Background: an optimization exercise with open tools, aiming at small area, a short achievable clock period and few clock cycles. Do not read the settings as production practice.
Where RTL was checked, it was by simulation tests only, not by an equivalence proof against the original.

Design dani_deframer, start of the top module:
module dani_deframer (
    input  wire         clk,
    input  wire         rst,            
    input  wire         cfg_proto,      
    input  wire [3:0]   cfg_ctrl_hi,    
    input  wire [7:0]   cfg_sq_code,    
    input  wire [27:0]  cfg_rsplen,     
    input  wire         in_valid,
    input  wire [7:0]   in_data,
    output wire         in_ready,
    output reg          out_valid,
    input  wire         out_ready,
    output wire [4:0]   out_len,        
    output wire [143:0] out_frame,      
    output wire [15:0]  out_drops       
);
    localparam BUFN = 18;
    reg              proto_q;
    reg [3:0]        ctrl_q;
    reg [7:0]        sq_q;
    reg [27:0]       rsplen_q;
    reg [8*BUFN-1:0] bufn_q;    
    wire [8*BUFN-1:0] buf_q = ~bufn_q;
    reg [4:0]        cnt_q;     
    reg              in_rdy_q;  
    reg [15:0]       drops_q;   
    reg              drop_q;    
    reg [4:0]        skip_q;    
    reg              sof0_q;    
    reg [BUFN-1:4]   omn_q;     
    reg              hd_drop;   
    reg              hd_cand;   
    reg [3:0]        hd_v;      
    reg [BUFN-1:4]   hd_ltn;    
    wire [BUFN-1:4]  hd_lt = ~hd_ltn;
    integer i;
    function [BUFN+1:0] hdr_dec;    
        input [7:0] x0, x1, x2;
        input [1:0] p;
        reg         start, hdr, plaus;
        reg  [3:0]  n;
        reg  [BUFN-1:4] lt;
        integer     k;
        begin
            if (!proto_q) begin
                start = (x0 == 8'hAA);
                hdr   = (p >= 2'd2);
                plaus = (x1[7:4] == ctrl_q) && (x1[3:0] != 4'd0) && (x1[3:0] <= 4'd9);
                n     = x1[3:0];
            end else begin
  ...
Size: roughly 1900 cells after synthesis, ~220 I/O pins.
==> flow/config.mk <==
export PLATFORM = sky130hd
export DESIGN_NAME = dani_deframer
export DESIGN_NICKNAME = dani_deframer
export VERILOG_FILES = /design/flow/design.v
export SDC_FILE = /design/flow/constraint.sdc
export NUM_CORES = 4
export LEC_CHECK = 0
export CAP_MARGIN = 20
export CELL_PAD_IN_SITES_DETAIL_PLACEMENT = 2
export CELL_PAD_IN_SITES_GLOBAL_PLACEMENT = 2
export CORE_MARGIN = 2
export CORE_UTILIZATION = 30
export CTS_BUF_LIST = sky130_fd_sc_hd__clkbuf_4 sky130_fd_sc_hd__clkbuf_8
export PLACE_DENSITY = 0.5
export SLEW_MARGIN = 20
==> flow/constraint.sdc <==
create_clock -name core_clock -period 28.0 [get_ports {clk}]
set_input_delay 5.6000 -clock core_clock [delete_from_list [all_inputs] [get_ports {clk}]]
set_output_delay 5.6000 -clock core_clock [all_outputs]
set_load 0.01 [all_outputs]
standard.sh (not shown) runs the stock make flow with config.mk's settings and CLKGATE_MAP_FILE= SYNTH_SCRIPT=/design/flow/synth_recipe.tcl, a recipe that flattens the netlist after the stock synthesis.
==> flow/flow/run.sh <==
#!/bin/bash
# Standard layout, except that the port buffers are the small
# sky130_fd_sc_hd__buf_1 instead of the cell buffer_ports picks by itself.
set -euo pipefail
export BUFFER_PORTS_ARGS="-buffer_cell sky130_fd_sc_hd__buf_1"
bash standard.sh > standard.log 2>&1
The first run went through all stages and came out clean.
Then changed:
CAP_MARGIN = 50   (was 20)
CTS_BUF_LIST = not set   (was sky130_fd_sc_hd__clkbuf_4 sky130_fd_sc_hd__clkbuf_8)
SLEW_MARGIN = 70   (was 20)
Outcome: Final cell count is lower slightly. Die area does not change. Design area is higher by a few percent. Worst hold slack improves by 0.0045 ns. Setup slack improves by 0.32 ns. Utilization is higher by 1.6 points. Routed wire length is higher slightly. Sequential share of layout area is lower by 0.86 points. Via count is about the same.
No run of this note included a check of the RTL's function; only the layout flow was run.


build 76:
The RTL this note starts from:
==> flow/design.v <==
module dani_deframer (
    input  wire         clk,
    input  wire         rst,            
    input  wire         cfg_proto,      
    input  wire [3:0]   cfg_ctrl_hi,    
    input  wire [7:0]   cfg_sq_code,    
    input  wire [27:0]  cfg_rsplen,     
    input  wire         in_valid,
    input  wire [7:0]   in_data,
    output wire         in_ready,
    output reg          out_valid,
    input  wire         out_ready,
    output wire [4:0]   out_len,        
    output wire [143:0] out_frame,      
    output wire [15:0]  out_drops       
);
    localparam BUFN = 18;
    reg              proto_q;
    reg              pn_q;      
    localparam [8*BUFN-1:0] INV = {{(8*BUFN-24){1'b1}}, 24'd0};
    reg [8*BUFN-1:0] bufs_q;
    wire [8*BUFN-1:0] buf_q = bufs_q ^ INV;
    reg [4:0]        cnt_q;     
    reg              in_rdy_q;  
    reg [15:0]       drops_q;   
    reg              drop_q;    
    reg              taken_q;   
    reg [4:0]        skip_q;    
    reg              sof0_q;    
    reg [BUFN-1:4]   omn_q;     
    reg              hd_drop;   
    reg              hd_cand;   
    reg [3:0]        hd_v;      
    reg  [BUFN-1:4]  hd_lt;     
    integer j;
    always @(*)
        for (j = 4; j < BUFN; j = j + 1)
            hd_lt[j] = pn_q ? ({1'b0, hd_v} >= j - 4) : ({1'b0, hd_v} >= j - 3);
    integer i;
    function [5:0] hdr_dec;     
        input [7:0] x0, x1, x2;
        input [1:0] p;
        reg         start, hdr, plaus;
        reg  [3:0]  n;
        begin
            if (!proto_q) begin
                start = (x0 == 8'hAA);
                hdr   = (p >= 2'd2);
                plaus = (x1[7:4] == cfg_ctrl_hi) && (x1[3:0] != 4'd0) && (x1[3:0] <= 4'd9);
                n     = x1[3:0];
            end else begin
                start = (x0[7:1] == 7'b1111101);
                hdr   = (p == 2'd3);
                plaus = 1'b1;
                n     = 4'd0;
                if (!x0[0]) begin
                    case (x2)
                        8'hF6: n = 4'd3;
                        8'hF3: n = 4'd1;
                        8'h83: n = 4'd2;
                        8'h9B: n = 4'd1;
                        8'h96: n = 4'd8;
                        8'h97: n = 4'd8;
                        default: begin
                            if (x2 != cfg_sq_code) plaus = 1'b0;
                        end
                    endcase
                end else begin
                    case (x2)
                        8'hF6: n = cfg_rsplen[3:0];
                        8'hF3: n = cfg_rsplen[7:4];
                        8'h83: n = cfg_rsplen[11:8];
                        8'h9B: n = cfg_rsplen[15:12];
                        8'h96: n = cfg_rsplen[19:16];
                        8'h97: n = cfg_rsplen[23:20];
                        default: n = (x2 == cfg_sq_code) ? cfg_rsplen[27:24] : 4'hF;
                    endcase
                    plaus = (n != 4'hF);
                end
            end
            hdr_dec = {((p != 2'd0) && !start) || (start && hdr && !plaus),
                       start && hdr && plaus, n};
        end
    endfunction
    wire [BUFN-1:0] lt_t = {hd_lt, 4'b1111};      
    reg  [BUFN-1:0] at_chk, at_eof;               
    reg  [7:0]      term [0:BUFN];
    reg  [7:0]      chk;
    reg             eof_ok;
    always @(*) begin
        chk    = 8'h00;
        eof_ok = 1'b0;
        for (i = 0; i < BUFN; i = i + 1) begin
            at_chk[i] = (i >= 3) && ({1'b0, hd_v} == i - 3);
            at_eof[i] = (i >= 4) && ({1'b0, hd_v} == i - 4);
            if (at_chk[i])
                chk = chk | buf_q[8*i +: 8];
            if (at_eof[i] && buf_q[8*i +: 8] == 8'h55)
                eof_ok = 1'b1;
            term[i] = lt_t[i] ? buf_q[8*i +: 8] : 8'h00;
        end
        term[0] = {1'b1, !pn_q, 1'b1, !pn_q, 1'b1, 1'b0, 1'b1, pn_q || buf_q[0]};
        if (pn_q) begin
            term[1] = 8'h00;
            term[3] = 8'h00;
        end
        term[BUFN] = ~{chk[6:0], 1'b0};
    end
    function [15:0] csa;        
        input [7:0] a, b, c;
        begin
            csa = {((a & b) | (a & c) | (b & c)) << 1, a ^ b ^ c};
        end
    endfunction
    wire [15:0] s1_0 = csa(term[0],  term[1],  term[2]);
    wire [15:0] s1_1 = csa(term[3],  term[4],  term[5]);
    wire [15:0] s1_2 = csa(term[6],  term[7],  term[8]);
    wire [15:0] s1_3 = csa(term[9],  term[10], term[11]);
    wire [15:0] s1_4 = csa(term[12], term[13], term[14]);
    wire [15:0] s1_5 = csa(term[15], term[16], term[17]);
    wire [15:0] s2_0 = csa(s1_0[7:0], s1_0[15:8], s1_1[7:0]);
    wire [15:0] s2_1 = csa(s1_1[15:8], s1_2[7:0], s1_2[15:8]);
    wire [15:0] s2_2 = csa(s1_3[7:0], s1_3[15:8], s1_4[7:0]);
    wire [15:0] s2_3 = csa(s1_4[15:8], s1_5[7:0], s1_5[15:8]);
    wire [15:0] s3_0 = csa(s2_0[7:0], s2_0[15:8], s2_1[7:0]);
    wire [15:0] s3_1 = csa(s2_1[15:8], s2_2[7:0], s2_2[15:8]);
    wire [15:0] s3_2 = csa(s2_3[7:0], s2_3[15:8], term[BUFN]);
    wire [15:0] s4_0 = csa(s3_0[7:0], s3_0[15:8], s3_1[7:0]);
    wire [15:0] s4_1 = csa(s3_1[15:8], s3_2[7:0], s3_2[15:8]);
    wire [15:0] s5_0 = csa(s4_0[7:0], s4_0[15:8], s4_1[7:0]);
    wire [15:0] s6_0 = csa(s5_0[7:0], s5_0[15:8], s4_1[15:8]);
    wire sum_ok = ((s6_0[7:0] ^ s6_0[15:8]) == 8'hFF);
    wire win_ok = sum_ok && (proto_q || (eof_ok && buf_q[31:27] == 5'd0));
    wire       skipping = (skip_q[4:1] != 4'd0);
    wire [4:0] hd_t     = {1'b0, hd_v} + (proto_q ? 5'd4 : 5'd5);    
    wire       complete = (cnt_q >= hd_t);
    wire       check    = !skipping && hd_cand && complete;
    wire       do_emit  = check && win_ok;
    wire       do_drop  = (!skipping && hd_drop) || (check && !win_ok);
    wire       rm_rdy   = skipping && out_valid;
    wire       rm_now   = skipping ? !out_valid : (hd_drop || (hd_cand && complete));
    wire       remove   = rm_now || (rm_rdy && out_ready);
    assign in_ready = in_rdy_q;
    wire   accept   = in_valid && in_rdy_q;
    wire [1:0] p0 = (cnt_q > 5'd2) ? 2'd3 : cnt_q[1:0];
    wire [1:0] p1 = (cnt_q > 5'd3) ? 2'd3 : (cnt_q == 5'd0) ? 2'd0 : cnt_q[1:0] - 2'd1;
    wire [5:0] dec0 = hdr_dec(buf_q[7:0],  buf_q[15:8],  buf_q[23:16], p0);
    wire [5:0] dec1 = hdr_dec(buf_q[15:8], buf_q[23:16], buf_q[31:24], p1);
    wire [5:0] dec  = (rm_now || rm_rdy) ? dec1 : dec0;
    reg [BUFN-1:0] ld_in, en;
    always @(*) begin
        for (i = 0; i < BUFN; i = i + 1) begin
            ld_in[i] = (i + 1 >= cnt_q);
            en[i]    = (rm_now || (i >= cnt_q)) || (rm_rdy && out_ready);
        end
    end
    assign out_frame[7:0] = {1'b1, proto_q, 1'b1, proto_q, 1'b1, 1'b0, 1'b1, sof0_q};
    genvar g;
    generate
        for (g = 1; g < 4; g = g + 1) begin : g_out_lo
            assign out_frame[8*g +: 8] = bufs_q[8*(g-1) +: 8];
        end
        for (g = 4; g < BUFN; g = g + 1) begin : g_out
            assign out_frame[8*g +: 8] = ~(bufs_q[8*(g-1) +: 8] | {8{omn_q[g]}});
        end
    endgenerate
    assign out_len   = skip_q;
    assign out_drops = drops_q;
    always @(posedge clk) begin
        proto_q  <= cfg_proto;
        pn_q     <= !cfg_proto;
        for (i = 0; i < BUFN; i = i + 1)
            if (en[i])
                bufs_q[8*i +: 8] <= ((ld_in[i] || i == BUFN - 1) ? in_data : buf_q[8*((i+1)%BUFN) +: 8]) ^ INV[8*i +: 8];
        hd_v  <= dec[3:0];
        if (!out_valid) omn_q <= ~hd_lt;
        if (do_emit) sof0_q <= buf_q[0];
        if (rst) begin
            cnt_q     <= 5'd0;
            in_rdy_q  <= 1'b1;
            drops_q   <= 16'd0;
            drop_q    <= 1'b0;
            taken_q   <= 1'b0;
            skip_q    <= 5'd0;
            out_valid <= 1'b0;
            hd_drop   <= 1'b0;
            hd_cand   <= 1'b0;
        end else begin
            cnt_q    <= cnt_q + {{4{remove && !accept}}, remove ^ accept};
            in_rdy_q <= !(((cnt_q == BUFN[4:0]) || (cnt_q == BUFN[4:0] - 5'd1 && accept)) && !remove);
            hd_drop <= dec[5];
            hd_cand <= dec[4];
            if (skipping) begin
                if (rm_now || out_ready) skip_q <= skip_q - 5'd1;
            end else if (do_emit) begin
                skip_q <= hd_t;
            end
            drop_q <= do_drop;
            if (drop_q) begin
                if (drops_q != 16'hFFFF) drops_q <= drops_q + 16'd1;
            end else if (taken_q) begin
                drops_q <= 16'd0;
            end
            taken_q <= out_valid && out_ready;
            if (do_emit)
                out_valid <= 1'b1;
            else if (out_ready)
                out_valid <= 1'b0;
        end
    end
endmodule
export LEC_CHECK = 0
export CAP_MARGIN = 20
export CELL_PAD_IN_SITES_DETAIL_PLACEMENT = 2
export CELL_PAD_IN_SITES_GLOBAL_PLACEMENT = 2
export CORE_MARGIN = 2
export CORE_UTILIZATION = 30
export CTS_CLUSTER_DIAMETER = 120
export CTS_CLUSTER_SIZE = 26
export PLACE_DENSITY = 0.5
export SLEW_MARGIN = 50
create_clock -name core_clock -period 28.0 [get_ports {clk}]
run.sh (not shown) runs the stock make flow with config.mk's settings and CLKGATE_MAP_FILE= SYNTH_SCRIPT=/design/flow/synth_recipe.tcl, a recipe that flattens the netlist after the stock synthesis.
Stock flow here: none of the scripts above is used.
Testbench counts of build 76, summed over its fixed seeds: cycles 32,298.
Input changes introduced in build 88 (baseline for comparison: build 76):
Settings: a change of SLEW_MARGIN from 50 to 40.
==> flow/flow/run.sh (new file) <==
#!/bin/bash
# Standard layout, except that the port buffers are the small
# sky130_fd_sc_hd__buf_1 instead of the cell buffer_ports picks by itself.
set -euo pipefail
export BUFFER_PORTS_ARGS="-buffer_cell sky130_fd_sc_hd__buf_1"
bash standard.sh > standard.log 2>&1
==> flow/standard.sh (new file) <==
#!/bin/bash
# synth_recipe.tcl (not shown) runs the flow's synth.tcl, then flattens the netlist and writes it again
# the make line also repeats each setting of config.mk as NAME=value (left out here)
make -C /OpenROAD-flow-scripts/flow DESIGN_CONFIG=/design/flow/config.mk WORK_HOME=/design/flow/orfs CLKGATE_MAP_FILE= SYNTH_SCRIPT=/design/flow/synth_recipe.tcl "${@:-finish}"
removed: flow/run.sh
==> comparison <==
- Build 88 reached the final stage; the timing, design-rule and antenna checks on its layout passed.
- Taking build 76 as the reference, in build 88 worst hold margin now sits lower; maximum operating frequency shows an increase of about 2.3%.
Changes in build 25 relative to build 88:
Settings: SLEW_MARGIN: 40 -> 50; PLACE_DENSITY: 0.5 -> 0.65; CORE_UTILIZATION: 30 -> 45.
## What came out
- When build 25 is measured against build 88, its peak per-stage delay on the critical path turns out 0.18 ns lower.
- Compared build 25 vs build 88, and critical path depth is down in build 25.
- Relative to build 88, post-detailed-routing wire length decreased by 1.4% in build 25.
- Summary of build 25 over build 88: worst setup timing slack at the placement stage moved down, post-synthesis to final-layout area growth moved down.

re-timing with driven ports:
Ports are ideal in the flow. The routed layouts listed here were re-timed in OpenROAD.
Step 1 sets driving cells, clkbuf_16 on the clock port and buf_2 on the other inputs (assumed; they add their load-dependent delay and slew).
Step 2, shift: input delay + t, output delay - t, t = (earliest + latest rising clock arrival at the registers) / 2. This alone moves slack from input paths to output paths.
Three values: ideal ports, drivers, drivers and shift; two values: the first two.
| run | t (ns) | slack for setup (ns) | worst setup path at the end | slew at the worst register clock pin (ns) |
|---|---|---|---|---|
| the first run of note 1 | 0.714 | 20.220 / 20.252 / 19.538 | input to register | 0.07 / 0.07 |
| the second run of note 1 | 0.613 | 20.536 / 20.576 / 19.964 | input to register | 0.06 / 0.06 |
| build 76 | 0.553 | 20.097 / 20.120 / 19.567 | input to register | 0.08 / 0.08 |
| build 88 | 0.558 | 20.271 / 20.271 / 19.999 | input to register | 0.08 / 0.08 |
| build 25 | 0.538 | 20.171 / 20.204 / 19.666 | input to register | 0.09 / 0.09 |
After both steps every run listed still meets setup and hold. The setup slack of the first run of note 1, which loses most, moves by +0.032 ns with the drivers and by -0.682 ns with both steps.
